Background: an optimization exercise with open tools, aiming at a short achievable clock period and few clock cycles. Do not read the settings as production practice.
Where RTL was checked, it was by simulation tests only, not by an equivalence proof against the original.
For run 2, only the layout was checked, not whether the RTL still works.
Power and IR drop assume default switching activity.

$ cat flow/design.v
module kt8_core (
    input  wire        clk,
    input  wire        rst,           
    input  wire        start,         
    input  wire [15:0] start_addr,    
    input  wire        suspend,       
    output wire        mem_req,
    output wire        mem_we,
    output wire [15:0] mem_addr,
    output wire [7:0]  mem_wdata,
    input  wire [7:0]  mem_rdata,
    input  wire        mem_ready,
    output wire        busy,
    output wire        halted,
    output wire        faulted,
    output wire [2:0]  fault_code,
    output wire        retire,
    output wire [15:0] pc,
    output wire [7:0]  a,
    output wire [7:0]  w,
    output wire [7:0]  x,
    output wire [7:0]  y,
    output wire [7:0]  z,
    output wire [7:0]  sp,
    output wire [7:0]  flags
);
    localparam [15:0] PROG_LO  = 16'h4000;
    localparam [7:0]  HDR_MARK = 8'h7F;
    localparam [2:0] F_SEGMENT = 3'd1;
    localparam [2:0] F_HEADER  = 3'd2;
    localparam [2:0] F_ILLEGAL = 3'd3;
    localparam [2:0] F_STACK   = 3'd4;
    localparam [2:0] F_ADDRESS = 3'd5;
    localparam [1:0] C_SEQ = 2'd0, C_BR = 2'd1, C_JMP = 2'd2, C_STOP = 2'd3;
    reg        st_busy, st_halted, st_faulted;
    reg [2:0]  st_fault;
    reg        retire_r;
    reg [15:0] pc_r;
    reg [7:0]  ra, rw, rx, ry, rz, rsp, rfl;
    reg [16:0] end_r;
    reg [15:0] start_r;
    reg        in_hdr;
    reg [1:0]  hstep;
    reg [7:0]  hdr0, hdr1;
    assign busy       = st_busy;
    assign halted     = st_halted;
    assign faulted    = st_faulted;
    assign fault_code = st_fault;
    assign retire     = retire_r;
    assign pc         = pc_r;
    assign a          = ra;
    assign w          = rw;
    assign x          = rx;
    assign y          = ry;
    assign z          = rz;
    assign sp         = rsp;
    assign flags      = rfl;
    reg        p_req, p_we, p_own_e;
    reg [15:0] p_addr;
    reg [7:0]  p_wdata;
    assign mem_req   = p_req;
    assign mem_we    = p_we;
    assign mem_addr  = p_addr;
    assign mem_wdata = p_wdata;
    wire p_rd_now = p_req && !p_we && mem_ready;    
    reg [1:0]  wb_n;
    reg [15:0] wb_a0, wb_a1;
    reg [7:0]  wb_d0, wb_d1;
    wire wb_pop   = p_req && p_we && mem_ready;     
    wire wb_slot  = (wb_n != 2'd2) || wb_pop;       
    wire wb_clear = (wb_n == 2'd0) || (wb_n == 2'd1 && wb_pop);    
    function [1:0] need_of;
        input [7:0] o;
        begin
            need_of = 2'b00;
            if (o == 8'd1) need_of = 2'b11;
            else if (o >= 8'd2 && o <= 8'd16)
                need_of = (o == 8'd2 || o == 8'd5 || o == 8'd8 || o == 8'd11 || o == 8'd14) ? 2'b11 :
                          (o == 8'd3 || o == 8'd6 || o == 8'd9 || o == 8'd12 || o == 8'd15) ? 2'b01 : 2'b10;
            else if (o >= 8'd17 && o <= 8'd26) need_of = o[0] ? 2'b11 : 2'b01;
            else if (o >= 8'd27 && o <= 8'd29) need_of = 2'b11;
            else if (o >= 8'd31 && o <= 8'd36) need_of = 2'b10;
            else if (o >= 8'd44 && o <= 8'd61)
                need_of = (o == 8'd44 || o == 8'd47 || o == 8'd50 || o == 8'd53 || o == 8'd56 || o == 8'd59) ? 2'b11 :
                          (o == 8'd45 || o == 8'd48 || o == 8'd51 || o == 8'd54 || o == 8'd57 || o == 8'd60) ? 2'b01 : 2'b10;
            else if (o == 8'd62 || o == 8'd64) need_of = 2'b11;
            else if (o >= 8'd69 && o <= 8'd74)
                need_of = (o == 8'd69 || o == 8'd72) ? 2'b11 : (o == 8'd70 || o == 8'd73) ? 2'b01 : 2'b10;
            else if (o == 8'd75 || o == 8'd77) need_of = 2'b11;
            else if (o == 8'd76 || o == 8'd78) need_of = 2'b01;
        end
    endfunction
    function [1:0] cls_of;
        input [7:0] o;
        begin
            if (o >= 8'd31 && o <= 8'd36)      cls_of = C_BR;
            else if (o == 8'd27 || o == 8'd29) cls_of = C_JMP;
            else if (o == 8'd28 || o == 8'd30) cls_of = C_STOP;
            else                               cls_of = C_SEQ;
        end
    endfunction
    reg [63:0] c_val;
    reg [63:0] c_pred;
    reg [9:0]  c_tag [0:63];
    reg [7:0]  c_op  [0:63];
    reg [7:0]  c_b1  [0:63];
    reg [7:0]  c_b2  [0:63];
    reg [1:0]  c_cls [0:63];
    reg [15:0] lo_r;         
    reg [16:0] hi2_r;        
    reg        f_on;
    reg [15:0] pc_f;
    reg [1:0]  fk;           
    reg [15:0] faddr;        
    reg [7:0]  fop, fa1, fa2;
    wire [5:0] fi    = pc_f[5:0];
    wire       f_hit = f_on && c_val[fi] && (c_tag[fi] == pc_f[15:6]);
    wire [7:0] h_op  = c_op[fi];
    wire [7:0] h_b1  = c_b1[fi];
    wire [7:0] h_b2  = c_b2[fi];
    wire [1:0] h_cls = c_cls[fi];
    wire       h_pr  = c_pred[fi];
    wire [15:0] pc_f3   = pc_f + 16'd3;
    wire [15:0] faddr1  = faddr + 16'd1;
    wire [15:0] faddr2  = faddr + 16'd2;
    wire [15:0] faddr3  = faddr + 16'd3;
    wire       f_fill  = f_on && !f_hit;
    wire       f_cap   = f_fill && (fk != 2'd3) && p_rd_now && (wb_n == 2'd0) && (p_addr == faddr);
    wire       f_commit = f_fill && (fk == 2'd3);
    wire [1:0] need_rd = need_of(mem_rdata);
    wire       f_cap_next = p_rd_now && (wb_n == 2'd0) && (p_addr == pc_f3);
    wire [1:0] need_fo = need_of(fop);
    wire [1:0]  n_cls  = cls_of(fop);
    wire [15:0] n_brt  = pc_f + {{8{fa1[7]}}, fa1};
    wire [15:0] n_jt   = {fa1, fa2} + 16'd3;
    wire [15:0] n_tgt  = (n_cls == C_BR) ? n_brt : n_jt;
    wire [7:0]  n_b1   = (n_cls == C_BR || n_cls == C_JMP) ? n_tgt[15:8] : fa1;
    wire [7:0]  n_b2   = (n_cls == C_BR || n_cls == C_JMP) ? n_tgt[7:0]  : fa2;
    wire        n_pr   = (n_cls == C_BR) && fa1[7];    
    wire        f_give = f_hit || f_commit;
    wire [7:0]  g_op   = f_hit ? h_op  : fop;
    wire [7:0]  g_b1   = f_hit ? h_b1  : n_b1;
    wire [7:0]  g_b2   = f_hit ? h_b2  : n_b2;
    wire [1:0]  g_cls  = f_hit ? h_cls : n_cls;
    wire        g_pr   = f_hit ? h_pr  : n_pr;
    reg  [15:0] jt_r, rt_r;
    wire        g_tk   = (g_cls == C_JMP) || (g_cls != C_SEQ && g_pr);
    wire [15:0] g_next = !g_tk ? pc_f3 :
                         (g_cls != C_STOP) ? {g_b1, g_b2} :
                         g_op[1] ? rt_r : jt_r;
    reg        dv;
    reg [7:0]  dop, db1, db2;
    reg        dpr;
    reg [15:0] dnx;          
    reg k_nop, k_mov, k_ld, k_st, k_jmp, k_jmpi, k_jfn, k_ret, k_br;
    reg k_clc, k_sec, k_clo, k_phs, k_pos, k_pha, k_poa, k_cmp;
    reg k_and, k_ora, k_xor, k_rol, k_ror, k_bsr, k_bsl, k_add, k_sub;
    reg k_inc, k_dec, k_inr, k_der, k_ill;
    reg d_mem, d_idx;
    reg [2:0] d_rsel;
    always @(*) begin
        k_nop = 0; k_mov = 0; k_ld = 0; k_st = 0; k_jmp = 0; k_jmpi = 0; k_jfn = 0;
        k_ret = 0; k_br = 0; k_clc = 0; k_sec = 0; k_clo = 0; k_phs = 0; k_pos = 0;
        k_pha = 0; k_poa = 0; k_cmp = 0; k_and = 0; k_ora = 0; k_xor = 0; k_rol = 0;
        k_ror = 0; k_bsr = 0; k_bsl = 0; k_add = 0; k_sub = 0; k_inc = 0; k_dec = 0;
        k_inr = 0; k_der = 0; k_ill = 0;
        d_mem = 0; d_idx = 0; d_rsel = 3'd1;
        case (dop)
            8'd0:  k_nop = 1;
            8'd1:  k_mov = 1;
            8'd2:  begin k_ld = 1; d_mem = 1; d_rsel = 3'd1; end
            8'd3:  begin k_ld = 1; d_mem = 1; d_idx = 1; d_rsel = 3'd1; end
            8'd4:  begin k_ld = 1; d_rsel = 3'd1; end
            8'd5:  begin k_ld = 1; d_mem = 1; d_rsel = 3'd2; end
            8'd6:  begin k_ld = 1; d_mem = 1; d_idx = 1; d_rsel = 3'd2; end
            8'd7:  begin k_ld = 1; d_rsel = 3'd2; end
            8'd8:  begin k_ld = 1; d_mem = 1; d_rsel = 3'd3; end
            8'd9:  begin k_ld = 1; d_mem = 1; d_idx = 1; d_rsel = 3'd3; end
            8'd10: begin k_ld = 1; d_rsel = 3'd3; end
            8'd11: begin k_ld = 1; d_mem = 1; d_rsel = 3'd4; end
            8'd12: begin k_ld = 1; d_mem = 1; d_idx = 1; d_rsel = 3'd4; end
            8'd13: begin k_ld = 1; d_rsel = 3'd4; end
            8'd14: begin k_ld = 1; d_mem = 1; d_rsel = 3'd5; end
            8'd15: begin k_ld = 1; d_mem = 1; d_idx = 1; d_rsel = 3'd5; end
            8'd16: begin k_ld = 1; d_rsel = 3'd5; end
            8'd17: begin k_st = 1; d_rsel = 3'd1; end
            8'd18: begin k_st = 1; d_idx = 1; d_rsel = 3'd1; end
            8'd19: begin k_st = 1; d_rsel = 3'd2; end
            8'd20: begin k_st = 1; d_idx = 1; d_rsel = 3'd2; end
            8'd21: begin k_st = 1; d_rsel = 3'd3; end
            8'd22: begin k_st = 1; d_idx = 1; d_rsel = 3'd3; end
            8'd23: begin k_st = 1; d_rsel = 3'd4; end
            8'd24: begin k_st = 1; d_idx = 1; d_rsel = 3'd4; end
            8'd25: begin k_st = 1; d_rsel = 3'd5; end
            8'd26: begin k_st = 1; d_idx = 1; d_rsel = 3'd5; end
            8'd27: k_jmp = 1;
            8'd28: k_jmpi = 1;
            8'd29: k_jfn = 1;
            8'd30: k_ret = 1;
            8'd31, 8'd32, 8'd33, 8'd34, 8'd35, 8'd36: k_br = 1;
            8'd37: k_clc = 1;
            8'd38: k_sec = 1;
            8'd39: k_clo = 1;
            8'd40: k_phs = 1;
            8'd41: k_pos = 1;
            8'd42: k_pha = 1;
            8'd43: k_poa = 1;
            8'd44: begin k_cmp = 1; d_mem = 1; d_rsel = 3'd1; end
            8'd45: begin k_cmp = 1; d_mem = 1; d_idx = 1; d_rsel = 3'd1; end
            8'd46: begin k_cmp = 1; d_rsel = 3'd1; end
            8'd47: begin k_cmp = 1; d_mem = 1; d_rsel = 3'd2; end
            8'd48: begin k_cmp = 1; d_mem = 1; d_idx = 1; d_rsel = 3'd2; end
            8'd49: begin k_cmp = 1; d_rsel = 3'd2; end
            8'd50: begin k_cmp = 1; d_mem = 1; d_rsel = 3'd3; end
            8'd51: begin k_cmp = 1; d_mem = 1; d_idx = 1; d_rsel = 3'd3; end
            8'd52: begin k_cmp = 1; d_rsel = 3'd3; end
            8'd53: begin k_and = 1; d_mem = 1; end
            8'd54: begin k_and = 1; d_mem = 1; d_idx = 1; end
            8'd55: k_and = 1;
            8'd56: begin k_ora = 1; d_mem = 1; end
            8'd57: begin k_ora = 1; d_mem = 1; d_idx = 1; end
            8'd58: k_ora = 1;
            8'd59: begin k_xor = 1; d_mem = 1; end
            8'd60: begin k_xor = 1; d_mem = 1; d_idx = 1; end
            8'd61: k_xor = 1;
            8'd62: begin k_rol = 1; d_mem = 1; end
            8'd63: k_rol = 1;
            8'd64: begin k_ror = 1; d_mem = 1; end
            8'd65: k_ror = 1;
            8'd66: k_bsr = 1;
            8'd67: k_bsl = 1;
            8'd69: begin k_add = 1; d_mem = 1; end
            8'd70: begin k_add = 1; d_mem = 1; d_idx = 1; end
            8'd71: k_add = 1;
            8'd72: begin k_sub = 1; d_mem = 1; end
            8'd73: begin k_sub = 1; d_mem = 1; d_idx = 1; end
            8'd74: k_sub = 1;
            8'd75: begin k_inc = 1; d_mem = 1; end
            8'd76: begin k_inc = 1; d_mem = 1; d_idx = 1; end
            8'd77: begin k_dec = 1; d_mem = 1; end
            8'd78: begin k_dec = 1; d_mem = 1; d_idx = 1; end
            8'd79: begin k_inr = 1; d_rsel = 3'd2; end
            8'd80: begin k_der = 1; d_rsel = 3'd2; end
            8'd81: begin k_inr = 1; d_rsel = 3'd3; end
            8'd82: begin k_der = 1; d_rsel = 3'd3; end
            default: k_ill = 1;
        endcase
    end
    wire d_movok = (db1 >= 8'd1) && (db1 <= 8'd5) && (db2 >= 8'd1) && (db2 <= 8'd5);
    wire d_ill   = k_ill || (k_mov && !d_movok);
    wire d_rmw   = k_rol && d_mem || k_ror && d_mem || k_inc || k_dec;
    wire d_pop   = k_pos || k_poa || k_ret;
    wire d_push  = k_phs || k_pha || k_jfn;
    wire d_st    = k_st;
    wire d_rd0   = (d_mem && !d_st) || d_pop || k_jmpi;
    wire [15:0] d_ea   = d_idx ? {8'h00, db2 + rw} : {db1, db2};
    wire [15:0] d_ea2  = {db1, db2} + 16'd1;
    wire [15:0] d_rad0 = d_pop ? {8'h01, rsp + 8'd1} : d_ea;
    wire        d_wrw  = (k_ld && d_rsel == 3'd2) || (k_inr && d_rsel == 3'd2) ||
                         (k_der && d_rsel == 3'd2) || (k_mov && db2[2:0] == 3'd2);
    wire        d_msp  = d_pop || d_push;
    reg        iv;
    reg [1:0]  estep;
    reg e_nop, e_mov, e_ld, e_st, e_jmp, e_jmpi, e_jfn, e_ret, e_br;
    reg e_clc, e_sec, e_clo, e_phs, e_pos, e_pha, e_poa, e_cmp;
    reg e_and, e_ora, e_xor, e_rol, e_ror, e_bsr, e_bsl, e_add, e_sub;
    reg e_inc, e_dec, e_inr, e_der, e_ill;
    reg e_mem, e_rmw, e_pop, e_wrw, e_msp;
    reg [2:0]  e_rsel, e_msrc, e_mdst, e_brc;
    reg [7:0]  e_a1;
    reg [15:0] e_ea, e_ea2, e_tgt, e_pnx;
    reg        e_pred;
    reg [7:0]  tmp, tmp2;
    reg        smc_pend;      
    reg        smc_r;         
    reg        smc_last;      
    wire       smc_kill = smc_r && smc_last;    
    wire fl_n = rfl[7];
    wire fl_z = rfl[1];
    wire fl_c = rfl[0];
    wire at_end  = {1'b0, pc_r} >= end_r;
    wire e_afl   = &pc_r[15:1];
    wire e_rd_blk = p_own_e && ((wb_n != 2'd0 && p_addr == wb_a0) || (wb_n == 2'd2 && p_addr == wb_a1));
    wire rd_e    = p_rd_now && p_own_e && !e_rd_blk;
    function [7:0] reg_rd;
        input [2:0] sel;
        begin
            case (sel)
                3'd1:    reg_rd = ra;
                3'd2:    reg_rd = rw;
                3'd3:    reg_rd = rx;
                3'd4:    reg_rd = ry;
                default: reg_rd = rz;
            endcase
        end
    endfunction
    reg br_taken;
    always @(*) begin
        case (e_brc)
            3'd0:    br_taken = !fl_c;
            3'd1:    br_taken =  fl_c;
            3'd2:    br_taken = !fl_z;
            3'd3:    br_taken =  fl_z;
            3'd4:    br_taken = !fl_n;
            default: br_taken =  fl_n;
        endcase
    end
    wire [7:0] opnd    = e_mem ? mem_rdata : e_a1;
    wire [7:0] rot_in  = e_mem ? mem_rdata : ra;
    wire [8:0] add_sum = {1'b0, ra} + {1'b0, opnd} + {8'd0, fl_c};
    wire       add_v   = (ra[7] == opnd[7]) && (add_sum[7] != ra[7]);
    wire [7:0] nopnd   = ~opnd;
    wire [8:0] sub_sum = {1'b0, ra} + {1'b0, nopnd} + {8'd0, fl_c};
    wire       sub_v   = (ra[7] == nopnd[7]) && (sub_sum[7] != ra[7]);
    wire [7:0] cmp_reg = reg_rd(e_rsel);
    wire       cmp_lt  = cmp_reg < opnd;
    wire       cmp_eq  = cmp_reg == opnd;
    wire [7:0] rol_r   = {rot_in[6:0], fl_c};
    wire [7:0] ror_r   = {fl_c, rot_in[7:1]};
    wire [7:0] inc_r   = mem_rdata + 8'd1;
    wire [7:0] dec_r   = mem_rdata - 8'd1;
    wire [7:0] ird_r   = reg_rd(e_rsel);
    wire [7:0] inr_v   = ird_r + 8'd1;
    wire [7:0] der_v   = ird_r - 8'd1;
    wire [7:0] mov_v   = reg_rd(e_msrc);
    wire [15:0] pc_r3  = pc_r + 16'd3;
    wire e_s0    = iv && (estep == 2'd0);
    wire e_live  = iv && !smc_kill && ((estep != 2'd0) || (!at_end && !suspend));
    reg  e_nrd, e_nwr, e_flt;
    reg  [2:0] e_fcode;
    reg  e_last;             
    always @(*) begin
        e_nrd = 1'b0; e_nwr = 1'b0; e_flt = 1'b0; e_fcode = F_ILLEGAL; e_last = 1'b1;
        if (estep == 2'd0 && e_afl) begin
            e_flt = 1'b1; e_fcode = F_ADDRESS;
        end else if (estep == 2'd0 && e_ill) begin
            e_flt = 1'b1; e_fcode = F_ILLEGAL;
        end else if (e_phs || e_pha || e_jfn) begin
            if (rsp == 8'h00) begin e_flt = 1'b1; e_fcode = F_STACK; end
            e_nwr = 1'b1;
            e_last = !(e_jfn && estep == 2'd0);
        end else if (e_pos || e_poa || e_ret) begin
            if (estep != 2'd2) begin
                if (rsp == 8'hFF) begin e_flt = 1'b1; e_fcode = F_STACK; end
                e_nrd = 1'b1; e_nwr = 1'b1;
            end
            e_last = !(e_ret && estep != 2'd2);
        end else if (e_jmpi) begin
            if (estep == 2'd1 && e_ea == 16'hFFFF) begin e_flt = 1'b1; e_fcode = F_ADDRESS; end
            e_nrd = (estep != 2'd2);
            e_last = (estep == 2'd2);
        end else if (e_rmw) begin
            e_nrd = 1'b1; e_nwr = 1'b1;
        end else if (e_st) begin
            e_nwr = 1'b1;
        end else if (e_mem) begin
            e_nrd = 1'b1;
        end
    end
    wire e_exec  = e_live && !e_flt && (!e_nrd || rd_e) && (!e_nwr || wb_slot);
    wire e_fault = e_live && e_flt && wb_clear;
    wire e_halt  = (!iv || estep == 2'd0) && at_end && wb_clear && st_busy && !in_hdr;
    wire e_done  = e_exec && e_last;        
    wire e_adv   = e_exec && !e_last;       
    wire e_qw    = e_exec && e_nwr;
    wire e_end   = e_fault || e_halt;
    reg [15:0] e_waddr;
    reg [7:0]  e_wdata;
    always @(*) begin
        e_waddr = e_ea;
        e_wdata = reg_rd(e_rsel);
        if (e_phs)      begin e_waddr = {8'h01, rsp}; e_wdata = rfl; end
        else if (e_pha) begin e_waddr = {8'h01, rsp}; e_wdata = ra; end
        else if (e_jfn) begin e_waddr = {8'h01, rsp}; e_wdata = (estep == 2'd0) ? pc_r[15:8] : pc_r[7:0]; end
        else if (e_pop) begin e_waddr = {8'h01, rsp + 8'd1}; e_wdata = 8'h00; end
        else if (e_rol) e_wdata = rol_r;
        else if (e_ror) e_wdata = ror_r;
        else if (e_inc) e_wdata = inc_r;
        else if (e_dec) e_wdata = dec_r;
    end
    wire [15:0] smc_d   = e_waddr - pc_f;
    wire smc_hit = ({1'b0, e_waddr} <= hi2_r && e_waddr >= lo_r) ||
                   (f_on && !f_hit && smc_d < 16'd6);
    wire e_smc   = e_qw && smc_hit;
    reg [15:0] e_npc;
    reg        e_redir;
    always @(*) begin
        e_npc   = pc_r3;
        e_redir = 1'b0;
        if (e_br) begin
            e_npc   = br_taken ? e_tgt : pc_r3;
            e_redir = (br_taken != e_pred);
        end else if (e_jmp || e_jfn) begin
            e_npc = e_tgt;
        end else if (e_ret || e_jmpi) begin
            e_npc   = (e_ret ? {tmp2, tmp} : {tmp, tmp2}) + 16'd3;
            e_redir = !e_pred || (e_npc != e_pnx);
        end
        if (smc_pend || (smc_r && !smc_last)) e_redir = 1'b1;
    end
    wire e_redirect = e_done && e_redir;
    wire hazard = iv && ((d_idx && e_wrw) || (d_pop && e_msp));
    wire d_adv  = dv && !hazard && (!iv || e_done) && !e_redirect && !smc_r && st_busy && !in_hdr && !e_end;
    wire d_take = !dv || d_adv;      
    reg        en_rd;
    reg [15:0] en_addr;
    always @(*) begin
        en_rd = 1'b0;
        en_addr = e_ea;
        if (d_adv) begin
            en_rd = d_rd0;
            en_addr = d_rad0;
        end else if (iv && !e_done && !e_end) begin
            if (e_adv) begin
                en_rd = (e_ret && estep == 2'd0) || (e_jmpi && estep == 2'd0);
                en_addr = e_ret ? {8'h01, rsp + 8'd2} : e_ea2;
            end else begin
                en_rd = e_nrd && !e_flt && (estep != 2'd0 || !at_end);
                en_addr = e_pop ? {8'h01, rsp + 8'd1} : ((e_jmpi && estep == 2'd1) ? e_ea2 : e_ea);
            end
        end
    end
    wire [15:0] f_req = e_redirect ? e_npc : faddr;
    wire [1:0]  wb_n_nx = wb_n - {1'b0, wb_pop} + {1'b0, e_qw};
    wire [15:0] wh_a = wb_pop ? ((wb_n == 2'd2) ? wb_a1 : e_waddr) : ((wb_n == 2'd0) ? e_waddr : wb_a0);
    wire [7:0]  wh_d = wb_pop ? ((wb_n == 2'd2) ? wb_d1 : e_wdata) : ((wb_n == 2'd0) ? e_wdata : wb_d0);
    wire        drain = (wb_n_nx != 2'd0) && (e_rd_blk || !en_rd || wb_n_nx == 2'd2);
    always @(posedge clk) begin
        if (rst) begin
            wb_n <= 2'd0;
        end else begin
            wb_n <= wb_n_nx;
            if (wb_pop) begin
                if (wb_n == 2'd2) begin
                    wb_a0 <= wb_a1; wb_d0 <= wb_d1;
                    if (e_qw) begin wb_a1 <= e_waddr; wb_d1 <= e_wdata; end
                end else if (e_qw) begin
                    wb_a0 <= e_waddr; wb_d0 <= e_wdata;
                end
            end else if (e_qw) begin
                if (wb_n == 2'd0) begin wb_a0 <= e_waddr; wb_d0 <= e_wdata; end
                else begin wb_a1 <= e_waddr; wb_d1 <= e_wdata; end
            end
        end
    end
    wire start_cmd = start && !st_busy;
    wire hcap = in_hdr && p_rd_now;
    wire [16:0] hdr_end = {1'b0, start_r} + 17'd3 + {1'b0, hdr1, mem_rdata};
    wire [15:0] start3 = start_r + 16'd3;
    wire flush = start_cmd || smc_r;
    always @(posedge clk) begin
        if (rst || start_cmd) begin
            smc_r <= 1'b0; smc_last <= 1'b0; smc_pend <= 1'b0;
        end else begin
            smc_r    <= e_smc && !e_end;
            smc_last <= e_last;
            if (e_done || e_end) smc_pend <= 1'b0;
            else if (smc_r && !smc_last) smc_pend <= 1'b1;
        end
    end
    integer i;
    always @(posedge clk) begin
        if (f_commit && !rst) begin
            c_tag[fi] <= pc_f[15:6];
            c_op[fi]  <= fop;
            c_b1[fi]  <= n_b1;
            c_b2[fi]  <= n_b2;
            c_cls[fi] <= n_cls;
        end
    end
    always @(posedge clk) begin
        if (rst || flush) begin
            c_val <= 64'd0;
            lo_r  <= 16'hFFFF;
            hi2_r <= 17'd0;
        end else if (f_commit) begin
            c_val[fi] <= 1'b1;
            if (pc_f < lo_r) lo_r <= pc_f;
            if ({1'b0, pc_f} + 17'd2 > hi2_r) hi2_r <= {1'b0, pc_f} + 17'd2;
        end
    end
    always @(posedge clk) begin
        if (f_commit) c_pred[fi] <= n_pr;
        else if (e_done && e_br) c_pred[pc_r[5:0]] <= br_taken;
        else if (e_done && (e_ret || e_jmpi)) c_pred[pc_r[5:0]] <= 1'b1;
    end
    always @(posedge clk) begin
        if (rst) begin
            jt_r <= 16'h0000; rt_r <= 16'h0000;
        end else if (e_done && e_ret) rt_r <= e_npc;
        else if (e_done && e_jmpi) jt_r <= e_npc;
    end
    always @(posedge clk) begin
        if (rst) begin
            p_req <= 1'b0; p_we <= 1'b0; p_own_e <= 1'b0;
            p_addr <= 16'h0000; p_wdata <= 8'h00;
        end else if (start_cmd) begin
            p_req <= (start_addr >= PROG_LO); p_we <= 1'b0; p_own_e <= 1'b0;
            p_addr <= start_addr;
        end else if (!st_busy || e_end) begin
            p_req <= 1'b0; p_we <= 1'b0; p_own_e <= 1'b0;
        end else if (in_hdr) begin
            p_req <= 1'b1; p_we <= 1'b0; p_own_e <= 1'b0;
            if (hcap && hstep == 2'd2) p_addr <= start3;
            else if (hcap) p_addr <= p_addr + 16'd1;
        end else if (drain) begin
            p_req <= 1'b1; p_we <= 1'b1; p_own_e <= 1'b0;
            p_addr <= wh_a; p_wdata <= wh_d;
        end else if (en_rd) begin
            p_req <= 1'b1; p_we <= 1'b0; p_own_e <= 1'b1;
            p_addr <= en_addr;
        end else begin
            p_req <= 1'b1; p_we <= 1'b0; p_own_e <= 1'b0;
            p_addr <= f_req;
        end
    end
    always @(posedge clk) begin
        if (rst) begin
            st_busy <= 1'b0; st_halted <= 1'b0; st_faulted <= 1'b0; st_fault <= 3'd0;
            retire_r <= 1'b0;
            pc_r <= 16'h0000;
            ra <= 8'h00; rw <= 8'h00; rx <= 8'h00; ry <= 8'h00; rz <= 8'h00;
            rsp <= 8'hFF; rfl <= 8'h24;
            end_r <= 17'd0; start_r <= 16'h0000;
            in_hdr <= 1'b0; hstep <= 2'd0; hdr0 <= 8'h00; hdr1 <= 8'h00;
            iv <= 1'b0; estep <= 2'd0;
            tmp <= 8'h00; tmp2 <= 8'h00;
        end else begin
            retire_r <= 1'b0;
            if (start_cmd) begin
                st_busy <= 1'b1; st_halted <= 1'b0; st_faulted <= 1'b0; st_fault <= 3'd0;
                start_r <= start_addr;
                end_r <= 17'd0;
                pc_r <= 16'h0000;
                ra <= 8'h00; rw <= 8'h00; rx <= 8'h00; ry <= 8'h00; rz <= 8'h00;
                rsp <= 8'hFF; rfl <= 8'h24;
                iv <= 1'b0; estep <= 2'd0;
                hstep <= 2'd0;
                if (start_addr < PROG_LO) begin
                    st_busy <= 1'b0; st_faulted <= 1'b1; st_fault <= F_SEGMENT;
                    in_hdr <= 1'b0;
                end else begin
                    in_hdr <= 1'b1;
                end
            end else if (in_hdr) begin
                if (hstep == 2'd1 && start_r == 16'hFFFF) begin
                    st_busy <= 1'b0; st_faulted <= 1'b1; st_fault <= F_ADDRESS; in_hdr <= 1'b0;
                end else if (hstep == 2'd2 && start_r >= 16'hFFFE) begin
                    st_busy <= 1'b0; st_faulted <= 1'b1; st_fault <= F_ADDRESS; in_hdr <= 1'b0;
                end else if (hcap) begin
                    case (hstep)
                        2'd0: begin hdr0 <= mem_rdata; hstep <= 2'd1; end
                        2'd1: begin hdr1 <= mem_rdata; hstep <= 2'd2; end
                        default: begin
                            in_hdr <= 1'b0;
                            if (hdr0 != HDR_MARK) begin
                                st_busy <= 1'b0; st_faulted <= 1'b1; st_fault <= F_HEADER;
                            end else begin
                                end_r <= hdr_end;
                                pc_r  <= start3;
                            end
                        end
                    endcase
                end
            end else if (st_busy) begin
                if (e_halt) begin
                    st_busy <= 1'b0; st_halted <= 1'b1;
                    iv <= 1'b0; estep <= 2'd0;
                end else if (e_fault) begin
                    st_busy <= 1'b0; st_faulted <= 1'b1; st_fault <= e_fcode;
                    iv <= 1'b0; estep <= 2'd0;
                end else begin
                    if (e_exec) begin
                        if (e_mov) begin
                            case (e_mdst)
                                3'd1: ra <= mov_v;
                                3'd2: rw <= mov_v;
                                3'd3: rx <= mov_v;
                                3'd4: ry <= mov_v;
                                default: rz <= mov_v;
                            endcase
                            rfl[7] <= mov_v[7]; rfl[1] <= (mov_v == 8'h00);
                        end
                        if (e_ld) begin
                            case (e_rsel)
                                3'd1: ra <= opnd;
                                3'd2: rw <= opnd;
                                3'd3: rx <= opnd;
                                3'd4: ry <= opnd;
                                default: rz <= opnd;
                            endcase
                            rfl[7] <= opnd[7]; rfl[1] <= (opnd == 8'h00);
                        end
                        if (e_clc) rfl[0] <= 1'b0;
                        if (e_sec) rfl[0] <= 1'b1;
                        if (e_clo) rfl[6] <= 1'b0;
                        if (e_cmp) begin
                            rfl[0] <= !cmp_lt; rfl[1] <= cmp_eq; rfl[7] <= cmp_lt;
                        end
                        if (e_and) begin ra <= ra & opnd; rfl[7] <= ra[7] & opnd[7]; rfl[1] <= ((ra & opnd) == 8'h00); end
                        if (e_ora) begin ra <= ra | opnd; rfl[7] <= ra[7] | opnd[7]; rfl[1] <= ((ra | opnd) == 8'h00); end
                        if (e_xor) begin ra <= ra ^ opnd; rfl[7] <= ra[7] ^ opnd[7]; rfl[1] <= ((ra ^ opnd) == 8'h00); end
                        if (e_rol) begin
                            rfl[0] <= rot_in[7]; rfl[7] <= rol_r[7];
                            if (!e_mem) begin ra <= rol_r; rfl[1] <= (rol_r == 8'h00); end
                        end
                        if (e_ror) begin
                            rfl[0] <= rot_in[0]; rfl[7] <= ror_r[7];
                            if (!e_mem) begin ra <= ror_r; rfl[1] <= (ror_r == 8'h00); end
                        end
                        if (e_bsr) begin ra <= {1'b0, ra[7:1]}; rfl[0] <= ra[0]; rfl[7] <= 1'b0; end
                        if (e_bsl) begin ra <= {ra[6:0], 1'b0}; rfl[0] <= ra[7]; rfl[7] <= ra[6]; end
                        if (e_add) begin
                            ra <= add_sum[7:0]; rfl[0] <= add_sum[8]; rfl[6] <= add_v;
                            rfl[7] <= add_sum[7]; rfl[1] <= (add_sum[7:0] == 8'h00);
                        end
                        if (e_sub) begin
                            ra <= sub_sum[7:0]; rfl[0] <= sub_sum[8]; rfl[6] <= sub_v;
                            rfl[7] <= sub_sum[7]; rfl[1] <= (sub_sum[7:0] == 8'h00);
                        end
                        if (e_inc) begin rfl[7] <= inc_r[7]; rfl[1] <= (inc_r == 8'h00); end
                        if (e_dec) begin rfl[7] <= dec_r[7]; rfl[1] <= (dec_r == 8'h00); end
                        if (e_inr) begin
                            if (e_rsel == 3'd2) rw <= inr_v; else rx <= inr_v;
                            rfl[7] <= inr_v[7]; rfl[1] <= (inr_v == 8'h00);
                        end
                        if (e_der) begin
                            if (e_rsel == 3'd2) rw <= der_v; else rx <= der_v;
                            rfl[7] <= der_v[7]; rfl[1] <= (der_v == 8'h00);
                        end
                        if (e_phs || e_pha || e_jfn) rsp <= rsp - 8'd1;
                        if (e_pop && estep != 2'd2) rsp <= rsp + 8'd1;
                        if (e_poa) begin ra <= mem_rdata; rfl[7] <= mem_rdata[7]; rfl[1] <= (mem_rdata == 8'h00); end
                        if (e_pos) rfl <= mem_rdata | 8'h20;
                        if (e_ret || e_jmpi) begin
                            if (estep == 2'd0) tmp  <= mem_rdata;
                            if (estep == 2'd1) tmp2 <= mem_rdata;
                        end
                        if (e_last) begin
                            retire_r <= 1'b1;
                            pc_r     <= e_npc;
                            estep    <= 2'd0;
                        end else begin
                            estep    <= estep + 2'd1;
                        end
                    end
                    if (d_adv) begin
                        iv <= 1'b1;
                    end else if (e_done || smc_kill) begin
                        iv <= 1'b0;
                    end
                end
            end
        end
    end
    always @(posedge clk) begin
        if (d_adv) begin
            e_nop <= k_nop; e_mov <= k_mov; e_ld <= k_ld; e_st <= k_st; e_jmp <= k_jmp;
            e_jmpi <= k_jmpi; e_jfn <= k_jfn; e_ret <= k_ret; e_br <= k_br;
            e_clc <= k_clc; e_sec <= k_sec; e_clo <= k_clo; e_phs <= k_phs; e_pos <= k_pos;
            e_pha <= k_pha; e_poa <= k_poa; e_cmp <= k_cmp; e_and <= k_and; e_ora <= k_ora;
            e_xor <= k_xor; e_rol <= k_rol; e_ror <= k_ror; e_bsr <= k_bsr; e_bsl <= k_bsl;
            e_add <= k_add; e_sub <= k_sub; e_inc <= k_inc; e_dec <= k_dec; e_inr <= k_inr;
            e_der <= k_der; e_ill <= d_ill;
            e_mem <= d_mem; e_rmw <= d_rmw; e_pop <= d_pop; e_wrw <= d_wrw; e_msp <= d_msp;
            e_rsel <= d_rsel; e_msrc <= db1[2:0]; e_mdst <= db2[2:0];
            e_brc <= dop[2:0] - 3'd7;     
            e_a1 <= db1;
            e_ea <= d_ea; e_ea2 <= d_ea2; e_tgt <= {db1, db2};
            e_pred <= dpr;
            e_pnx <= dnx;
        end
    end
    always @(posedge clk) begin
        if (rst || start_cmd || !st_busy || in_hdr || e_end) begin
            dv <= 1'b0;
            f_on <= 1'b0;
            fk <= 2'd0;
            if (in_hdr && hcap && hstep == 2'd2 && !rst && st_busy) begin
                f_on  <= (hdr0 == HDR_MARK) && (start_r < 16'hFFFE);
                pc_f  <= start3;
                faddr <= start3;
            end
        end else if (e_redirect) begin
            dv <= 1'b0;
            f_on <= 1'b1;
            pc_f <= e_npc;
            faddr <= e_npc;
            fk <= 2'd0;
        end else if (smc_kill) begin
            dv <= 1'b0;
            f_on <= 1'b1;
            pc_f <= pc_r;
            faddr <= pc_r;
            fk <= 2'd0;
        end else if (smc_r) begin
            dv <= 1'b0;
            fk <= 2'd0;
            faddr <= pc_f;
        end else begin
            if (d_adv) dv <= 1'b0;
            if (f_give && d_take) begin
                dv  <= 1'b1;
                dop <= g_op; db1 <= g_b1; db2 <= g_b2; dpr <= g_pr; dnx <= g_next;
                pc_f <= g_next;
                if (g_cls == C_STOP && !g_pr) f_on <= 1'b0;
                if (f_commit && !g_tk && f_cap_next) begin
                    fop <= mem_rdata;
                    fk <= need_rd[1] ? 2'd1 : need_rd[0] ? 2'd2 : 2'd3;
                    faddr <= need_rd[1] ? pc_f3 + 16'd1 : need_rd[0] ? pc_f3 + 16'd2 : pc_f3 + 16'd3;
                end else begin
                    fk <= 2'd0;
                    faddr <= g_next;
                end
            end else if (f_commit) begin
                fk <= 2'd0;
                faddr <= pc_f;
            end else if (f_cap) begin
                case (fk)
                    2'd0: begin
                        fop <= mem_rdata;
                        fk <= need_rd[1] ? 2'd1 : need_rd[0] ? 2'd2 : 2'd3;
                        faddr <= need_rd[1] ? faddr1 : need_rd[0] ? faddr2 : faddr3;
                    end
                    2'd1: begin
                        fa1 <= mem_rdata;
                        fk <= need_fo[0] ? 2'd2 : 2'd3;
                        faddr <= need_fo[0] ? faddr1 : faddr2;
                    end
                    default: begin
                        fa2 <= mem_rdata;
                        fk <= 2'd3;
                        faddr <= faddr1;
                    end
                endcase
            end
        end
    end
endmodule
$ cat flow/run.sh
#!/bin/bash
# synth_recipe.tcl (not shown) runs the flow's synth.tcl, then flattens the netlist and writes it again
# the make line also repeats each setting of config.mk as NAME=value (left out here)
make -C /OpenROAD-flow-scripts/flow DESIGN_CONFIG=/design/flow/config.mk WORK_HOME=/design/flow/orfs CLKGATE_MAP_FILE= SYNTH_SCRIPT=/design/flow/synth_recipe.tcl finish
$ cat flow/config.mk
export PLATFORM = sky130hd
export DESIGN_NAME = kt8_core
export DESIGN_NICKNAME = kt8_core
export VERILOG_FILES = /design/flow/design.v
export SDC_FILE = /design/flow/constraint.sdc
export NUM_CORES = 4
export LEC_CHECK = 0
export ABC_CLOCK_PERIOD_IN_PS = 3000
export CAP_MARGIN = 20
export CORE_MARGIN = 2
export CORE_UTILIZATION = 40
export SETUP_SLACK_MARGIN = 4.5
export SLEW_MARGIN = 20
export SYNTH_MEMORY_MAX_BITS = 16384
export TNS_END_PERCENT = 5
$ cat flow/constraint.sdc
create_clock -name core_clock -period 8.0 [get_ports {clk}]
set_input_delay 1.6000 -clock core_clock [delete_from_list [all_inputs] [get_ports {clk}]]
set_output_delay 1.6000 -clock core_clock [all_outputs]
set_load 0.01 [all_outputs]
==> summary.txt, run 1 <==
# TYPE chip_impl_metric gauge
chip_impl_info{name="run_status",value="timing/DRC/antenna clean"} 1
chip_impl_metric{name="cts_buffers",unit=""} 321
chip_impl_metric{name="met1_usage",unit=""} 0.366
chip_impl_info{name="critPathKind",value="reg -> reg"} 1
chip_impl_metric{name="design.core.area",unit="um^2"} 340000
chip_impl_metric{name="postCtsHoldBufs",unit=""} 0
chip_impl_metric{name="synth.distinct_cells",unit=""} 104
chip_impl_metric{name="synth.yosys.seq_area_share",unit=""} 0.626
chip_impl_metric{name="relSlewSlack",unit=""} 0.160
chip_impl_metric{name="drv_slew",unit=""} 0
chip_impl_metric{name="post_layout_min_period",unit="ns"} 5.36
chip_impl_metric{name="dieArea",unit="um^2"} 347000
chip_impl_metric{name="worstMarginPinSlew",unit="ns"} 1.25
chip_impl_metric{name="top_achievable_clock_speed",unit="MHz"} 186
chip_impl_metric{name="post_synthesis_instance_total",unit=""} 9515
chip_impl_metric{name="max-vdd-ir-drop",unit="V"} 0.000251
chip_impl_metric{name="first_global_vias",unit=""} 88000
chip_impl_metric{name="total_power_divided_by_cell_area",unit="nW/um^2"} 207
chip_impl_info{name="most_instantiated_flip_flop_cell_in_the_synthesis_netlist",value="sky130_fd_sc_hd__edfxtp_1"} 1
chip_impl_metric{name="worstPathMaxFanout",unit=""} 34
chip_impl_metric{name="report.power.total",unit="mW"} 34.0
chip_impl_metric{name="reg2reg_depth",unit=""} 21
chip_impl_metric{name="areaGrowthSynthToFinish",unit="%"} 19.7
chip_impl_metric{name="grt_overflow",unit=""} 0
chip_impl_info{name="clock_tree.root_cell",value="sky130_fd_sc_hd__clkbuf_16"} 1
chip_impl_metric{name="gr-usage-all-layers",unit=""} 0.272
chip_impl_metric{name="clk-insertion-delay-late",unit="ns"} 0.99
chip_impl_metric{name="dr.first_iter.drc_count",unit=""} 12500
chip_impl_metric{name="finalWeightedCongestion",unit=""} 0.946
chip_impl_metric{name="area_of_combinational_cells_with_multiple_inputs",unit="um^2"} 50200
chip_impl_info{name="critical_path.startpoint_type",value="flip-flop"} 1
chip_impl_metric{name="synth_seq_cells",unit=""} 2974
chip_impl_metric{name="worstPathBufferInverterCount",unit=""} 6
chip_impl_metric{name="synthesized_area_per_cell",unit="um^2"} 14.4
chip_impl_metric{name="grt_use_met2",unit=""} 0.442
chip_impl_metric{name="cp_data_arrival_time",unit="ns"} 6.13
chip_impl_metric{name="detail_route.first_pass.iterations",unit=""} 8
chip_impl_metric{name="post_drt_via_cell_ratio",unit=""} 6.20
chip_impl_info{name="cts_tree",value="built"} 1
chip_impl_info{name="timing.hold.worst.class",value="reg -> reg"} 1
chip_impl_info{name="top_cells_by_area_in_the_synthesized_netlist",value="sky130_fd_sc_hd__edfxtp_1 (57%), sky130_fd_sc_hd__mux4_2 (11%), sky130_fd_sc_hd__dfxtp_1 (5.2%)"} 1
chip_impl_metric{name="synthesis.nets",unit=""} 9787
chip_impl_metric{name="die_width",unit="um"} 589
chip_impl_metric{name="initial_core_util",unit=""} 0.403
chip_impl_metric{name="clkSlewWorstSetupHoldPaths",unit="ns"} 0.06
chip_impl_metric{name="timing.critical_path.required",unit="ns"} 8.77
chip_impl_info{name="critical_path_top_delay_cell",value="sky130_fd_sc_hd__dfxtp_4"} 1
chip_impl_metric{name="maxCapViolCount",unit=""} 0
chip_impl_info{name="critPathTopFamily",value="compound AO/OA/AOI/OAI gates"} 1
chip_impl_metric{name="async_reset_ff_frac",unit=""} 0
chip_impl_metric{name="number_of_fill_cells_in_the_layout",unit=""} 28700
chip_impl_info{name="worstPathCellList",value="buf_8 -> nor2_1 -> a22o_1 -> o21ai_0 -> a21oi_1 -> o21a_1 -> nor2_4 -> o2111ai_4 -> nor3_4 -> buf_6 -> nor2_4 -> buf_12 -> buf_12 -> a22o_4 -> a21oi_4 -> buf_4 -> buf_4 -> ha_4 -> o2bb2ai_1 -> a21oi_1 -> or4_1"} 1
chip_impl_metric{name="number_of_buffers_on_the_longest_clock_path",unit=""} 4
chip_impl_metric{name="route.antenna.remaining_nets",unit=""} 0
chip_impl_metric{name="final_nets",unit=""} 10400
chip_impl_metric{name="grtUsageMet3",unit=""} 0.0445
chip_impl_metric{name="setup_tns",unit="ns"} 0
chip_impl_metric{name="synth_enable_flop_cells",unit=""} 2620
chip_impl_metric{name="via_count",unit=""} 92600
chip_impl_metric{name="post-synth-top-area-fraction",unit=""} 0.574
chip_impl_metric{name="cts_num_sinks",unit=""} 2974
chip_impl_metric{name="drt_drc_violations_left",unit=""} 0
chip_impl_metric{name="number_of_cells_on_the_worst_hold_path",unit=""} 0
chip_impl_metric{name="die_h",unit="um"} 589
chip_impl_metric{name="final_hold_viol_count",unit=""} 0
chip_impl_metric{name="worst_path_largest_cell_delay",unit="ns"} 0.71
chip_impl_metric{name="power.static_leakage",unit="nW"} 54.7
chip_impl_metric{name="post_synthesis_instance_area",unit="um^2"} 137000
chip_impl_metric{name="cts_h_tree_lvls",unit=""} 5
chip_impl_metric{name="floorplan.rows",unit=""} 214
chip_impl_info{name="global_route.peak_usage_layer",value="met2"} 1
chip_impl_metric{name="drt-total-wl",unit="mm"} 497
chip_impl_metric{name="drive_gt1_frac",unit=""} 0.238
chip_impl_info{name="post-synth-top-area-cell",value="sky130_fd_sc_hd__edfxtp_1"} 1
chip_impl_metric{name="largest_net_degree_at_the_start_of_global_routing",unit=""} 128
chip_impl_metric{name="setup-violations-final",unit=""} 0
chip_impl_info{name="critPathCaptureType",value="flip-flop"} 1
chip_impl_metric{name="worst_hold_slack",unit="ns"} 0.413
chip_impl_info{name="rsz0062_at_grt",value="true"} 1
chip_impl_metric{name="final_min_period_over_clock_period",unit=""} 0.670
chip_impl_metric{name="grt_antenna_before_repair",unit=""} 23
chip_impl_metric{name="final.setup_skew",unit="ns"} 0.132
chip_impl_metric{name="top_level_ports",unit=""} 134
chip_impl_metric{name="dp_hpwl",unit="mm"} 298
chip_impl_metric{name="port_buffers",unit=""} 132
chip_impl_metric{name="grt_pass1_wl",unit="mm"} 677
chip_impl_metric{name="path_depth",unit=""} 21
chip_impl_metric{name="dr_wl_cell",unit="um"} 33.3
chip_impl_metric{name="yosys_warnings",unit=""} 1
chip_impl_metric{name="layout.area.seq",unit="um^2"} 85800
## area by class of cell
| type | count | share of cell area |
|---|---|---|
| antenna | 6 | 0.0000915 |
| clock buffer | 406 | 0.0532 |
| clock inverter | 183 | 0.0106 |
| inverter | 259 | 0.00633 |
| multi-input combinational | 5666 | 0.306 |
| sequential | 2974 | 0.523 |
| tap | 4536 | 0.0346 |
| timing repair buffer | 909 | 0.0666 |
## worst paths after layout
kind / start / to / slack [ns]
min reg2reg: dnx[6] / e_pnx[6] / 0.41
max: flip-flop / flip-flop / 2.64
min: dnx[6] / e_pnx[6] / 0.41
max reg2reg: flip-flop / flip-flop / 2.64
## cells in the mapped netlist (21+ instances only)
master / n
sky130_fd_sc_hd__mux2_2: 74
sky130_fd_sc_hd__nor4_1: 42
sky130_fd_sc_hd__nand4_1: 76
sky130_fd_sc_hd__xor2_1: 93
sky130_fd_sc_hd__edfxtp_1: 2620
sky130_fd_sc_hd__o31ai_1: 33
sky130_fd_sc_hd__or3_1: 26
sky130_fd_sc_hd__and3_1: 77
sky130_fd_sc_hd__buf_4: 43
sky130_fd_sc_hd__a31oi_1: 84
sky130_fd_sc_hd__xnor2_1: 231
sky130_fd_sc_hd__or2_2: 27
sky130_fd_sc_hd__and2_1: 50
sky130_fd_sc_hd__nor2b_1: 90
sky130_fd_sc_hd__o21a_1: 43
sky130_fd_sc_hd__ha_1: 235
sky130_fd_sc_hd__nand2_1: 727
sky130_fd_sc_hd__mux2i_1: 293
sky130_fd_sc_hd__a221oi_1: 98
sky130_fd_sc_hd__buf_6: 25
sky130_fd_sc_hd__inv_1: 248
sky130_fd_sc_hd__nand2b_1: 61
sky130_fd_sc_hd__dfxtp_1: 354
sky130_fd_sc_hd__o211ai_1: 82
sky130_fd_sc_hd__clkbuf_1: 409
sky130_fd_sc_hd__nor2_1: 687
sky130_fd_sc_hd__a211oi_1: 125
sky130_fd_sc_hd__a21oi_1: 434
sky130_fd_sc_hd__o21ai_0: 358
sky130_fd_sc_hd__a22oi_1: 110
sky130_fd_sc_hd__mux4_2: 699
sky130_fd_sc_hd__a21boi_0: 21
sky130_fd_sc_hd__buf_2: 82
sky130_fd_sc_hd__a211o_1: 41
sky130_fd_sc_hd__buf_1: 51
sky130_fd_sc_hd__nor3_1: 104
sky130_fd_sc_hd__o22ai_1: 92
sky130_fd_sc_hd__nand3_1: 181
sky130_fd_sc_hd__a21o_1: 52
## flip-flops by register name, indices dropped and copies added (netlist names), 17 cells and up, named ones only
register	cells
c_b1	512
c_b2	512
c_cls	128
c_op	512
c_pred	64
c_tag	640
c_val	64
end_r	17
hi2_r	17
## metrics by stage
| step | worst slack, ns | util | cells | instance area, um^2 |
|---|---|---|---|---|
| floorplan | 2.91 | - | 9515 | 138000 |
| global placement | 1.07 | 0.428 | 13900 | 146000 |
| detailed placement | 1.17 | 0.428 | 13900 | 146000 |
| CTS | 2.72 | 0.472 | 14800 | 161000 |
| global route | 2.54 | 0.482 | 14900 | 164000 |
| finish | 2.64 | 0.482 | 14900 | 164000 |
## placed cells by master (no fill, tap or decap), types with 73 or more instances in the layout
| cell type | n |
|---|---|
| sky130_fd_sc_hd__o21ai_0 | 309 |
| sky130_fd_sc_hd__nand3_1 | 167 |
| sky130_fd_sc_hd__nand4_1 | 76 |
| sky130_fd_sc_hd__clkdlybuf4s50_1 | 123 |
| sky130_fd_sc_hd__and3_1 | 75 |
| sky130_fd_sc_hd__nor3_1 | 87 |
| sky130_fd_sc_hd__a21oi_1 | 407 |
| sky130_fd_sc_hd__buf_6 | 73 |
| sky130_fd_sc_hd__inv_1 | 234 |
| sky130_fd_sc_hd__buf_12 | 118 |
| sky130_fd_sc_hd__o211ai_1 | 82 |
| sky130_fd_sc_hd__nor2_1 | 607 |
| sky130_fd_sc_hd__a22oi_1 | 107 |
| sky130_fd_sc_hd__mux4_2 | 699 |
| sky130_fd_sc_hd__a211oi_1 | 116 |
| sky130_fd_sc_hd__a31oi_1 | 73 |
| sky130_fd_sc_hd__o22ai_1 | 89 |
| sky130_fd_sc_hd__xnor2_1 | 220 |
| sky130_fd_sc_hd__buf_4 | 467 |
| sky130_fd_sc_hd__clkbuf_16 | 359 |
| sky130_fd_sc_hd__dfxtp_1 | 329 |
| sky130_fd_sc_hd__a221oi_1 | 93 |
| sky130_fd_sc_hd__edfxtp_1 | 2620 |
| sky130_fd_sc_hd__nand2_1 | 711 |
| sky130_fd_sc_hd__xor2_1 | 90 |
| sky130_fd_sc_hd__mux2i_1 | 277 |
| sky130_fd_sc_hd__ha_1 | 217 |
| sky130_fd_sc_hd__nor2b_1 | 83 |
| sky130_fd_sc_hd__nor2_4 | 75 |
## metal layers
| layer | share of wire | routed length [um] |
|---|---|---|
| met5 | 0.00016 | 81 |
| met4 | 0.049 | 24600 |
| met3 | 0.095 | 47100 |
| met2 | 0.47 | 234000 |
| met1 | 0.39 | 192000 |
## where the power goes
part / internal (mW) / total [mW] / switching (mW) / leakage (nW)
Combinational: 0.965 / 2.28 / 1.32 / 23.5
Clock: 8.49 / 14.9 / 6.38 / 5.09
Sequential: 16.7 / 16.8 / 0.0972 / 26.1
## logic make-up (layout without fill, tap and decap cells)
family / after synthesis / count (layout) / share of synthesized area
buffers and inverters: 877 / 1757 / 0.0274
XOR/XNOR: 328 / 328 / 0.0214
AND/OR/NAND/NOR: 2241 / 2241 / 0.0754
adder cells (fa/ha/maj): 243 / 243 / 0.0226
AO/OA/AOI/OAI: 1785 / 1785 / 0.0852
multiplexers: 1066 / 1068 / 0.142
flip-flops: 2974 / 2974 / 0.626
other: 1 / 7 / 0.0000274
## what timing repair did
| action | CTS | global route |
|---|---|---|
| endpoints found under the setup margin | 3824 | 4229 |
| buffers inserted | 186 | 134 |
| cloned | 39 | 40 |
| gates resized for setup | 343 | 370 |
| pin swaps | 54 | 81 |
Testbench counts, summed over its fixed seeds: cycles 98,025.
==> inputs of run 2 (changes only) <==
--- a/flow/design.v
+++ b/flow/design.v
@@ -65,8 +65,3 @@
     wire p_rd_now = p_req && !p_we && mem_ready;    
-    reg [1:0]  wb_n;
-    reg [15:0] wb_a0, wb_a1;
-    reg [7:0]  wb_d0, wb_d1;
-    wire wb_pop   = p_req && p_we && mem_ready;     
-    wire wb_slot  = (wb_n != 2'd2) || wb_pop;       
-    wire wb_clear = (wb_n == 2'd0) || (wb_n == 2'd1 && wb_pop);    
+    wire wb_busy  = p_req && p_we && !mem_ready;    
     function [1:0] need_of;
@@ -127,6 +122,6 @@
     wire       f_fill  = f_on && !f_hit;
-    wire       f_cap   = f_fill && (fk != 2'd3) && p_rd_now && (wb_n == 2'd0) && (p_addr == faddr);
+    wire       f_cap   = f_fill && (fk != 2'd3) && p_rd_now && (p_addr == faddr);
     wire       f_commit = f_fill && (fk == 2'd3);
     wire [1:0] need_rd = need_of(mem_rdata);
-    wire       f_cap_next = p_rd_now && (wb_n == 2'd0) && (p_addr == pc_f3);
+    wire       f_cap_next = p_rd_now && (p_addr == pc_f3);
     wire [1:0] need_fo = need_of(fop);
@@ -138,3 +133,3 @@
     wire [7:0]  n_b2   = (n_cls == C_BR || n_cls == C_JMP) ? n_tgt[7:0]  : fa2;
-    wire        n_pr   = (n_cls == C_BR) && fa1[7];    
+    wire        n_pr   = fa1[7];       
     wire        f_give = f_hit || f_commit;
@@ -145,7 +140,4 @@
     wire        g_pr   = f_hit ? h_pr  : n_pr;
-    reg  [15:0] jt_r, rt_r;
-    wire        g_tk   = (g_cls == C_JMP) || (g_cls != C_SEQ && g_pr);
-    wire [15:0] g_next = !g_tk ? pc_f3 :
-                         (g_cls != C_STOP) ? {g_b1, g_b2} :
-                         g_op[1] ? rt_r : jt_r;
+    wire        g_tk   = (g_cls == C_JMP) || (g_cls == C_BR && g_pr);
+    wire [15:0] g_next = g_tk ? {g_b1, g_b2} : pc_f3;
     reg        dv;
@@ -153,3 +145,2 @@
     reg        dpr;
-    reg [15:0] dnx;          
     reg k_nop, k_mov, k_ld, k_st, k_jmp, k_jmpi, k_jfn, k_ret, k_br;
@@ -270,9 +261,6 @@
     reg [7:0]  e_a1;
-    reg [15:0] e_ea, e_ea2, e_tgt, e_pnx;
+    reg [15:0] e_ea, e_ea2, e_tgt;
     reg        e_pred;
     reg [7:0]  tmp, tmp2;
-    reg        smc_pend;      
-    reg        smc_r;         
-    reg        smc_last;      
-    wire       smc_kill = smc_r && smc_last;    
+    reg        smc_pend;
     wire fl_n = rfl[7];
@@ -282,4 +270,3 @@
     wire e_afl   = &pc_r[15:1];
-    wire e_rd_blk = p_own_e && ((wb_n != 2'd0 && p_addr == wb_a0) || (wb_n == 2'd2 && p_addr == wb_a1));
-    wire rd_e    = p_rd_now && p_own_e && !e_rd_blk;
+    wire rd_e    = p_rd_now && p_own_e;
     function [7:0] reg_rd;
@@ -327,3 +314,3 @@
     wire e_s0    = iv && (estep == 2'd0);
-    wire e_live  = iv && !smc_kill && ((estep != 2'd0) || (!at_end && !suspend));
+    wire e_live  = iv && ((estep != 2'd0) || (!at_end && !suspend));
     reg  e_nrd, e_nwr, e_flt;
@@ -359,5 +346,5 @@
     end
-    wire e_exec  = e_live && !e_flt && (!e_nrd || rd_e) && (!e_nwr || wb_slot);
-    wire e_fault = e_live && e_flt && wb_clear;
-    wire e_halt  = (!iv || estep == 2'd0) && at_end && wb_clear && st_busy && !in_hdr;
+    wire e_exec  = e_live && !e_flt && (!e_nrd || rd_e) && (!e_nwr || !wb_busy);
+    wire e_fault = e_live && e_flt && !wb_busy;
+    wire e_halt  = (!iv || estep == 2'd0) && at_end && !wb_busy && st_busy && !in_hdr;
     wire e_done  = e_exec && e_last;        
@@ -396,5 +383,5 @@
             e_npc   = (e_ret ? {tmp2, tmp} : {tmp, tmp2}) + 16'd3;
-            e_redir = !e_pred || (e_npc != e_pnx);
+            e_redir = 1'b1;
         end
-        if (smc_pend || (smc_r && !smc_last)) e_redir = 1'b1;
+        if (e_smc || smc_pend) e_redir = 1'b1;
     end
@@ -402,3 +389,3 @@
     wire hazard = iv && ((d_idx && e_wrw) || (d_pop && e_msp));
-    wire d_adv  = dv && !hazard && (!iv || e_done) && !e_redirect && !smc_r && st_busy && !in_hdr && !e_end;
+    wire d_adv  = dv && !hazard && (!iv || e_done) && !e_redirect && st_busy && !in_hdr && !e_end;
     wire d_take = !dv || d_adv;      
@@ -417,3 +404,3 @@
             end else begin
-                en_rd = e_nrd && !e_flt && (estep != 2'd0 || !at_end);
+                en_rd = e_nrd;
                 en_addr = e_pop ? {8'h01, rsp + 8'd1} : ((e_jmpi && estep == 2'd1) ? e_ea2 : e_ea);
@@ -423,24 +410,2 @@
     wire [15:0] f_req = e_redirect ? e_npc : faddr;
-    wire [1:0]  wb_n_nx = wb_n - {1'b0, wb_pop} + {1'b0, e_qw};
-    wire [15:0] wh_a = wb_pop ? ((wb_n == 2'd2) ? wb_a1 : e_waddr) : ((wb_n == 2'd0) ? e_waddr : wb_a0);
-    wire [7:0]  wh_d = wb_pop ? ((wb_n == 2'd2) ? wb_d1 : e_wdata) : ((wb_n == 2'd0) ? e_wdata : wb_d0);
-    wire        drain = (wb_n_nx != 2'd0) && (e_rd_blk || !en_rd || wb_n_nx == 2'd2);
-    always @(posedge clk) begin
-        if (rst) begin
-            wb_n <= 2'd0;
-        end else begin
-            wb_n <= wb_n_nx;
-            if (wb_pop) begin
-                if (wb_n == 2'd2) begin
-                    wb_a0 <= wb_a1; wb_d0 <= wb_d1;
-                    if (e_qw) begin wb_a1 <= e_waddr; wb_d1 <= e_wdata; end
-                end else if (e_qw) begin
-                    wb_a0 <= e_waddr; wb_d0 <= e_wdata;
-                end
-            end else if (e_qw) begin
-                if (wb_n == 2'd0) begin wb_a0 <= e_waddr; wb_d0 <= e_wdata; end
-                else begin wb_a1 <= e_waddr; wb_d1 <= e_wdata; end
-            end
-        end
-    end
     wire start_cmd = start && !st_busy;
@@ -449,13 +414,3 @@
     wire [15:0] start3 = start_r + 16'd3;
-    wire flush = start_cmd || smc_r;
-    always @(posedge clk) begin
-        if (rst || start_cmd) begin
-            smc_r <= 1'b0; smc_last <= 1'b0; smc_pend <= 1'b0;
-        end else begin
-            smc_r    <= e_smc && !e_end;
-            smc_last <= e_last;
-            if (e_done || e_end) smc_pend <= 1'b0;
-            else if (smc_r && !smc_last) smc_pend <= 1'b1;
-        end
-    end
+    wire flush = start_cmd || e_smc;
     integer i;
@@ -484,9 +439,2 @@
         else if (e_done && e_br) c_pred[pc_r[5:0]] <= br_taken;
-        else if (e_done && (e_ret || e_jmpi)) c_pred[pc_r[5:0]] <= 1'b1;
-    end
-    always @(posedge clk) begin
-        if (rst) begin
-            jt_r <= 16'h0000; rt_r <= 16'h0000;
-        end else if (e_done && e_ret) rt_r <= e_npc;
-        else if (e_done && e_jmpi) jt_r <= e_npc;
     end
@@ -499,2 +447,6 @@
             p_addr <= start_addr;
+        end else if (e_qw) begin
+            p_req <= 1'b1; p_we <= 1'b1; p_own_e <= 1'b0;
+            p_addr <= e_waddr; p_wdata <= e_wdata;
+        end else if (wb_busy) begin
         end else if (!st_busy || e_end) begin
@@ -505,5 +457,2 @@
             else if (hcap) p_addr <= p_addr + 16'd1;
-        end else if (drain) begin
-            p_req <= 1'b1; p_we <= 1'b1; p_own_e <= 1'b0;
-            p_addr <= wh_a; p_wdata <= wh_d;
         end else if (en_rd) begin
@@ -525,3 +474,3 @@
             in_hdr <= 1'b0; hstep <= 2'd0; hdr0 <= 8'h00; hdr1 <= 8'h00;
-            iv <= 1'b0; estep <= 2'd0;
+            iv <= 1'b0; estep <= 2'd0; smc_pend <= 1'b0;
             tmp <= 8'h00; tmp2 <= 8'h00;
@@ -536,3 +485,3 @@
                 rsp <= 8'hFF; rfl <= 8'h24;
-                iv <= 1'b0; estep <= 2'd0;
+                iv <= 1'b0; estep <= 2'd0; smc_pend <= 1'b0;
                 hstep <= 2'd0;
@@ -642,4 +591,6 @@
                             estep    <= 2'd0;
+                            smc_pend <= 1'b0;
                         end else begin
                             estep    <= estep + 2'd1;
+                            if (e_smc) smc_pend <= 1'b1;
                         end
@@ -648,3 +599,3 @@
                         iv <= 1'b1;
-                    end else if (e_done || smc_kill) begin
+                    end else if (e_done) begin
                         iv <= 1'b0;
@@ -670,3 +621,2 @@
             e_pred <= dpr;
-            e_pnx <= dnx;
         end
@@ -689,19 +639,12 @@
             fk <= 2'd0;
-        end else if (smc_kill) begin
-            dv <= 1'b0;
-            f_on <= 1'b1;
-            pc_f <= pc_r;
-            faddr <= pc_r;
-            fk <= 2'd0;
-        end else if (smc_r) begin
-            dv <= 1'b0;
-            fk <= 2'd0;
-            faddr <= pc_f;
         end else begin
             if (d_adv) dv <= 1'b0;
-            if (f_give && d_take) begin
+            if (e_smc) begin
+                fk <= 2'd0;
+                faddr <= pc_f;
+            end else if (f_give && d_take) begin
                 dv  <= 1'b1;
-                dop <= g_op; db1 <= g_b1; db2 <= g_b2; dpr <= g_pr; dnx <= g_next;
+                dop <= g_op; db1 <= g_b1; db2 <= g_b2; dpr <= g_pr;
                 pc_f <= g_next;
-                if (g_cls == C_STOP && !g_pr) f_on <= 1'b0;
+                if (g_cls == C_STOP) f_on <= 1'b0;
                 if (f_commit && !g_tk && f_cap_next) begin
--- a/flow/config.mk
+++ b/flow/config.mk
@@ -7,3 +7,2 @@
 export LEC_CHECK = 0
-export ABC_CLOCK_PERIOD_IN_PS = 3000
 export CAP_MARGIN = 20
@@ -11,5 +10,2 @@
 export CORE_UTILIZATION = 40
-export SETUP_SLACK_MARGIN = 4.5
 export SLEW_MARGIN = 20
-export SYNTH_MEMORY_MAX_BITS = 16384
-export TNS_END_PERCENT = 5
==> run 2 against run 1 <==
Compared with the run above: the flow now stops in synthesis (1_2_yosys).
==> summary.txt, run 2 <==
# TYPE chip_impl_metric gauge
chip_impl_info{name="run_status",value="did not finish"} 1
chip_impl_info{name="stop_stage",value="synthesis (1_2_yosys)"} 1
chip_impl_info{name="tool.error",value="ERROR: TCL interpreter returned an error: Source files actually used in the design:"} 1
chip_impl_metric{name="yosys_warnings",unit=""} 1

## static timing again, ports no longer ideal
The flow's constraints put no driver on any port. The routed layout listed below was extracted and timed again, unchanged, in two steps. Step 1: set_driving_cell puts a clkbuf_16 on clk and a buf_2 on each other input, an assumption about the parent block. Step 2, shift: input delay + t, output delay - t, t = (earliest + latest rising clock arrival at the registers) / 2. This alone moves slack from input paths to output paths. Three values: ideal ports, drivers, drivers and shift; two values: the first two.
run: run 1
shift t [ns]: 1.023
setup slack, ns: 2.637 / 2.637 / 1.870
slew at the worst register clock pin (ns): 0.08 / 0.08
After both steps run 1 still meets setup and hold. For run 1, drivers alone change the setup slack by 0.000 ns; drivers and shift together by -0.767 ns.
